This design comes from an exercise in tuning for small area, a short achievable clock period and few clock cycles on the open sky130 flow, not from production work. Only simulation tests tie the RTL to the original design; equivalence was not proved. Power figures rest on the tool's default switching activity, not on a simulated workload.

==> flow/design.v, too long to show whole: its modules and the start of the top module <==
// module aptb_acf: 1522 lines
module aptb_acf (
    input             clk,
    input             rst,           
    input             cmd_valid,
    output            cmd_ready,
    input      [31:0] cmd_word,      
    input      [31:0] cmd_data,      
    input      [31:0] cfg_fs,        
    input      [31:0] cfg_flo,       
    input      [31:0] cfg_fhi,       
    input      [15:0] cfg_tau,       
    output reg        rsp_valid,
    output reg [31:0] rsp_result,
    output reg [7:0]  rsp_err
);
  // ...
==> flow/run.sh <==
#!/bin/bash
# synth_recipe.tcl (not shown) runs the flow's synth.tcl, then flattens the netlist and writes it again
# the make line also repeats each setting of config.mk as NAME=value (left out here)
make -C /OpenROAD-flow-scripts/flow DESIGN_CONFIG=/design/flow/config.mk WORK_HOME=/design/flow/orfs CLKGATE_MAP_FILE= SYNTH_SCRIPT=/design/flow/synth_recipe.tcl finish
==> flow/config.mk <==
export PLATFORM = sky130hd
export DESIGN_NAME = aptb_acf
export DESIGN_NICKNAME = aptb_acf
export VERILOG_FILES = /design/flow/design.v
export SDC_FILE = /design/flow/constraint.sdc
export NUM_CORES = 4
export LEC_CHECK = 0
export CAP_MARGIN = 20
export CORE_MARGIN = 2
export CORE_UTILIZATION = 30
export SLEW_MARGIN = 20
==> flow/constraint.sdc <==
create_clock -name core_clock -period 15.0 [get_ports {clk}]
set_input_delay 3.0000 -clock core_clock [delete_from_list [all_inputs] [get_ports {clk}]]
set_output_delay 3.0000 -clock core_clock [all_outputs]
set_load 0.01 [all_outputs]
==> results.py, run 1 <==
metrics = {
    "floorplan": {
        "rows": 172,
        "dieWidth_um": 473,
    },
    "worst_setup_path": {
        "classification_of_the_worst_setup_path": "register to register",
        "cp-endpoint": "pq[2]",
        "critical_path_depth": 12,
        "critical_path.cell_chain": "a21o_1, nand2_1, fa_1, fa_1, fa_1, inv_1, fa_1, inv_1, fa_1, fa_1, inv_1, fa_1",
    },
    "finish": {
        "layout.filler_cells": 21500,
        "layout.core_utilization_pct": 34.6,
        "layout.area.top_class": "sequential cells",
        "buffers": 258,
        "seqAreaFraction_pct": 46.7,
        "multi_input_comb_area_um2": 27900,
    },
    "power_and_ir_drop": {
        "clock_power_w": 0.00364,
        "power.clock.fraction_pct": 46.5,
        "cellLeakagePower_nw": 29.9,
        "total_switching_power_w": 0.00168,
        "power.share.combinational_pct": 3.3,
    },
    "sta": {
        "number_of_hold_violations_in_the_final_report": 0,
        "setup_total_negative_slack_ps": 0,
        "period_needed_ps": 5220,
        "worst_slew_margin_rel_pct": 20.8,
    },
    "global_route": {
        "grtUsageTotal_pct": 15.5,
        "largest_net_degree_at_the_start_of_global_routing": 211,
    },
    "routing": {
        "dr.pass1.iters": 17,
        "met3RoutedLength_mm": 10.7,
        "drtAntennaViolNets": 0,
    },
    "placed_design": {
        "place.gp.congestion": 0.899,
    },
    "min_path": {
        "timing.hold.worst_endpoint": "pb_lag[3]",
    },
    "yosys": {
        "synth_sequential_area_ratio_pct": 53.7,
    },
    "run_status": {
        "result_of_the_run": "finished clean",
    },
}
Testbench counts, summed over its fixed seeds: cycles 42,491.
==> run 2, diff against run 1 <==
--- a/flow/design.v
+++ b/flow/design.v
@@ -1210,33 +1210,28 @@
     reg        dv_busy;
     reg [4:0]  dv_cnt;
     reg [6:0]  dv_rem;
     reg [39:0] dv_sh;
     reg        mu_busy;
     reg [3:0]  mu_cnt;
     reg [7:0]  mu_m;
     reg [23:0] mu_acc;
-    reg [6:0]  dv_rem_n;
-    reg [39:0] dv_sh_n;
-    reg [7:0]  dv_t;
-    integer di;
+    reg  [8:0]  dv_l3;       
+    wire [8:0]  dv_t  = {dv_rem, dv_sh[39:38]};
+    wire [9:0]  dv_d1 = {1'b0, dv_t} - {3'd0, est_lag};
+    wire [9:0]  dv_d2 = {1'b0, dv_t} - {2'd0, est_lag, 1'b0};
+    wire [9:0]  dv_d3 = {1'b0, dv_t} - {1'b0, dv_l3};
+    reg  [6:0]  dv_rem_n;
+    reg  [1:0]  dv_qd;
     always @(*) begin
-        dv_rem_n = dv_rem;
-        dv_sh_n  = dv_sh;
-        for (di = 0; di < 2; di = di + 1) begin
-            dv_t = {dv_rem_n, dv_sh_n[39]};
-            if (dv_t >= {1'b0, est_lag}) begin
-                dv_rem_n = dv_t[6:0] - est_lag;
-                dv_sh_n  = {dv_sh_n[38:0], 1'b1};
-            end else begin
-                dv_rem_n = dv_t[6:0];
-                dv_sh_n  = {dv_sh_n[38:0], 1'b0};
-            end
-        end
+        if (!dv_d3[9])      begin dv_rem_n = dv_d3[6:0]; dv_qd = 2'd3; end
+        else if (!dv_d2[9]) begin dv_rem_n = dv_d2[6:0]; dv_qd = 2'd2; end
+        else if (!dv_d1[9]) begin dv_rem_n = dv_d1[6:0]; dv_qd = 2'd1; end
+        else                begin dv_rem_n = dv_t[6:0];  dv_qd = 2'd0; end
     end
     wire c_sw    = pb_v && !pb_rd;
     wire c_newlag = c_sw && (pb_first || (pb_d < est_min));
     wire c_newmax = c_sw && (pb_first || (pb_d > est_max));
     wire [7:0]  mm       = est_max - est_min;
     wire        confident = (est_max != 8'd0) && ({mm, 16'd0} >= mu_acc);
     wire [7:0]  two_lag  = {est_lag, 1'b0};
     wire [7:0]  hc_diff  = (two_lag >= {1'b0, lastlag}) ? two_lag - {1'b0, lastlag}
@@ -1457,19 +1452,20 @@
                 if (pe_fin) e_st <= E_IDLE;
             end
             endcase
             if (c_newlag) begin
                 dv_busy <= 1'b1;
                 dv_cnt  <= 5'd20;
                 dv_rem  <= 7'd0;
                 dv_sh   <= {1'b0, fs_s, 16'd0};
+                dv_l3   <= {2'd0, pb_lag} + {1'b0, pb_lag, 1'b0};
             end else if (dv_busy) begin
                 dv_rem <= dv_rem_n;
-                dv_sh  <= dv_sh_n;
+                dv_sh  <= {dv_sh[37:0], dv_qd};
                 dv_cnt <= dv_cnt - 5'd1;
                 if (dv_cnt == 5'd1) dv_busy <= 1'b0;
             end
             if (c_newmax) begin
                 mu_busy <= 1'b1;
                 mu_cnt  <= 4'd8;
                 mu_m    <= pb_d;
                 mu_acc  <= 24'd0;
==> results.py, run 2 <==
metrics = {
    "sta": {
        "tightest_slew_ps": 1210,
        "timing.fmax_ghz": 0.189,
        "period_needed_ps": 5280,
        "rsz_0062_raised_after_global_routing": "false",
        "finalMaxSlewViolations": 0,
        "final.period_utilization_pct": 35.2,
        "timing.hold.ws_ps": 326,
        "fin_worst_skew_ps": 40.0,
        "number_of_hold_violations_in_the_final_report": 0,
        "setup_violations_final": 0,
        "worst_slew_margin_rel_pct": 19.2,
        "setup_total_negative_slack_ps": 0,
    },
    "power_and_ir_drop": {
        "power_switching_share_pct": 21.6,
        "intPower_w": 0.00626,
        "finalPower_w": 0.00798,
        "ir_drop_v": 0.0000939,
        "cellPowerDensity_nw_per_um2": 104,
        "cellLeakagePower_nw": 27.7,
        "power.share.combinational_pct": 3.2,
        "total_switching_power_w": 0.00172,
        "sequential_share_of_power_pct": 49.5,
        "power.clock.fraction_pct": 47.3,
    },
    "yosys": {
        "synthCells": 5771,
        "mappedNetlistArea_um2": 66500,
        "synth_edf_count": 873,
        "ys_ff_latch": 1347,
        "synth_area_leader_cell": "edfxtp_1",
        "syn_area_per_cell_um2": 11.5,
        "synthTopCellsByCount": "edfxtp_1, nor2_1, dfxtp_1, nand2_1, inv_1",
        "synth-main-ff-cell": "edfxtp_1",
        "synth_sequential_area_ratio_pct": 53.7,
        "portion_of_synthesized_cell_area_occupied_by_the_leading_cell_type_pct": 39.4,
        "yosys.cell_count.top_type": "edfxtp_1",
        "synthArstFlopShare_pct": 0,
        "ys_types": 84,
        "synth.yosys.warnings": 1,
        "yosys-top-cells-area": "edfxtp_1, dfxtp_1, fa_1",
    },
    "clock_network": {
        "tritoncts.num_buffers": 149,
        "clock_edge_transition_at_the_registers_on_the_reported_setup_and_hold_paths_ps": 60,
        "cts-root-to-sink-buffers": 3,
        "cts_hold_buffers": 0,
        "clkLatencyLatePin_ps": 820,
        "tritoncts": "done",
        "clk_root_buffer_cell": "clkbuf_16",
        "htreeDepth": 4,
        "post_cts.resized_instances": 0,
        "cts_num_sinks": 1347,
        "post_cts_buffers": 0,
    },
    "global_route": {
        "largest_net_degree_at_the_start_of_global_routing": 161,
        "antenna_violations_before_repair": 15,
        "grtUsageTotal_pct": 15.7,
        "grt_pass1_wl_mm": 274,
        "grt_overflow": 0,
        "via_count_of_the_first_global_routing_pass": 45100,
    },
    "placed_design": {
        "dp_hpwl_mm": 128,
        "number_of_input_and_output_port_buffers_inserted": 216,
        "place.gp.congestion": 0.909,
        "place_inst": 8688,
    },
    "routing": {
        "drc": 0,
        "drt_wl_cell_um": 20.1,
        "drtAntennaViolNets": 0,
        "postRouteWirelength_mm": 181,
        "vias_per_cell": 5.08,
        "drc_marker_count_from_the_first_detailed_route_iteration": 5859,
        "dr.pass1.iters": 14,
        "route.vias.total": 45600,
    },
    "worst_setup_path": {
        "path_max_fanout": 16,
        "critical_path.endpoint_type": "register",
        "cp.required_ps": 15690,
        "category_of_the_worst_setup_path_launch_point": "register",
        "critical_path_arrival_ps": 5970,
        "classification_of_the_worst_setup_path": "register to register",
        "worst-r2r-setup-slack_ps": 9720,
    },
    "floorplan": {
        "core_um2": 220000,
        "rows": 172,
        "design.portCount": 221,
        "dieWidth_um": 475,
        "die_footprint_um2": 225000,
        "die_y_um": 475,
        "initial_utilization_pct": 30.2,
    },
    "finish": {
        "stdcell_count": 8974,
        "layout.core_utilization_pct": 34.9,
        "layout.filler_cells": 21700,
        "layout_common_cells": "edfxtp_1, nor2_1, nand2_1",
        "top_regs": "S x256, T x256, F x255",
        "synthToLayoutAreaGrowth_pct": 15.4,
        "finalNetCount": 6591,
        "mostFrequentLayoutCell": "edfxtp_1",
        "drive_gt1_share_pct": 5.67,
    },
    "run_status": {
        "result_of_the_run": "finished clean",
    },
    "job": {
        "max_cap_violations": 0,
    },
    "min_path": {
        "hold_path_class": "register to register",
    },
}
==> run 2: logic make-up after synthesis <==
kind of cell	after synthesis	share of synthesized area [%]
compound gates	1344	14.2
xor+xnor	367	4.83
fa+ha+maj	530	12.8
buf+inv	760	4.36
flops	1347	53.7
mux	59	0.944
other cells	1	0.00564
simple gates	1363	9.11
==> run 2: layer usage <==
metal	vias to the layer above	wire (um)	global-route usage, %
met5	-	0	0
met4	0	5950	5.71
met3	316	12200	2.50
met2	1764	82400	24.5
met1	22500	80000	21.8
li1	21000	-	-
==> run 2: power groups by stage <==
stage	combinational [W]	clock, W	sequential [W]
6_report	0.000256	0.00377	0.00396
5_1_grt	0.000284	0.00399	0.00396
4_1_cts	0.000256	0.00386	0.00395
3_5_place_dp	0.000254	0	0.00403
3_3_place_gp	0.000246	0	0.00403
2_1_floorplan	0.000150	0	0.00402
==> run 2: critical path: stages, from the launching register on <==
cell and delay (ps):
dfxtp_1 1120, a21o_1 200, nand2_1 60, fa_1 520, fa_1 460, fa_1 550
inv_1 60, fa_1 530, inv_1 70, fa_1 500, fa_1 550, inv_1 60
fa_1 450
==> run 2: final timing paths <==
kind              from        end  cells after the start
max          m_lgt[10]      pq[2]                     12
min          pa_lag[6]  pb_lag[6]                      0
max reg2reg  m_lgt[10]      pq[2]                     12
min reg2reg  pa_lag[6]  pb_lag[6]                      0
==> run 2: area by class of cell <==
type | instances | area [um^2] | share of cell area (%)
timing repair buffer | 257 | 2510 | 3.26
antenna | 7 | 17.5 | 0.0228
clock buffer | 208 | 4150 | 5.41
tap | 2958 | 3700 | 4.82
inverter | 460 | 1740 | 2.27
sequential | 1347 | 35700 | 46.5
clock inverter | 70 | 888 | 1.16
multi-input combinational | 3667 | 28100 | 36.6
==> run 2: metrics by stage <==
step / setup WS (ps) / area, um^2
floorplan: 2430 / 66500
global placement: 9260 / 71700
detailed placement: 9620 / 71700
CTS: 9720 / 76700
global route: 9660 / 76800
finish: 9720 / 76800
Testbench counts of run 2, summed over its fixed seeds: cycles 42,491.

-- afterwards: timing with drivers on the ports --
How much do the figures lean on ideal ports? The routed layouts below were timed once more, with nothing changed but the port constraints. Step 1 (the two cells are an assumption about what drives the block):
set clk [get_ports {clk}]
set_driving_cell -lib_cell sky130_fd_sc_hd__clkbuf_16 $clk
set_driving_cell -lib_cell sky130_fd_sc_hd__buf_2 [delete_from_list [all_inputs] $clk]
Step 2 adds t to the input delays and takes it off the output delays; t is the mean of the earliest and latest rising clock arrival at the registers after step 1. Input paths then give back, and output paths get back, about the clock's delay inside the block. a / b / c = no drivers / after step 1 / after step 2; a / b = the first two.
run | shift t [ns] | slack for setup (ns) | latest minus earliest clock arrival (ns) | pins driven straight from the clock port
run 1 | 0.857 | 9.777 / 9.777 / 9.529 | 0.042 / 0.042 | 1
run 2 | 0.894 | 9.722 / 9.722 / 9.656 | 0.044 / 0.044 | 1
After both steps every run listed still meets setup and hold. For run 1, which loses most, drivers alone change the setup slack by 0.000 ns; drivers and shift together by -0.248 ns.
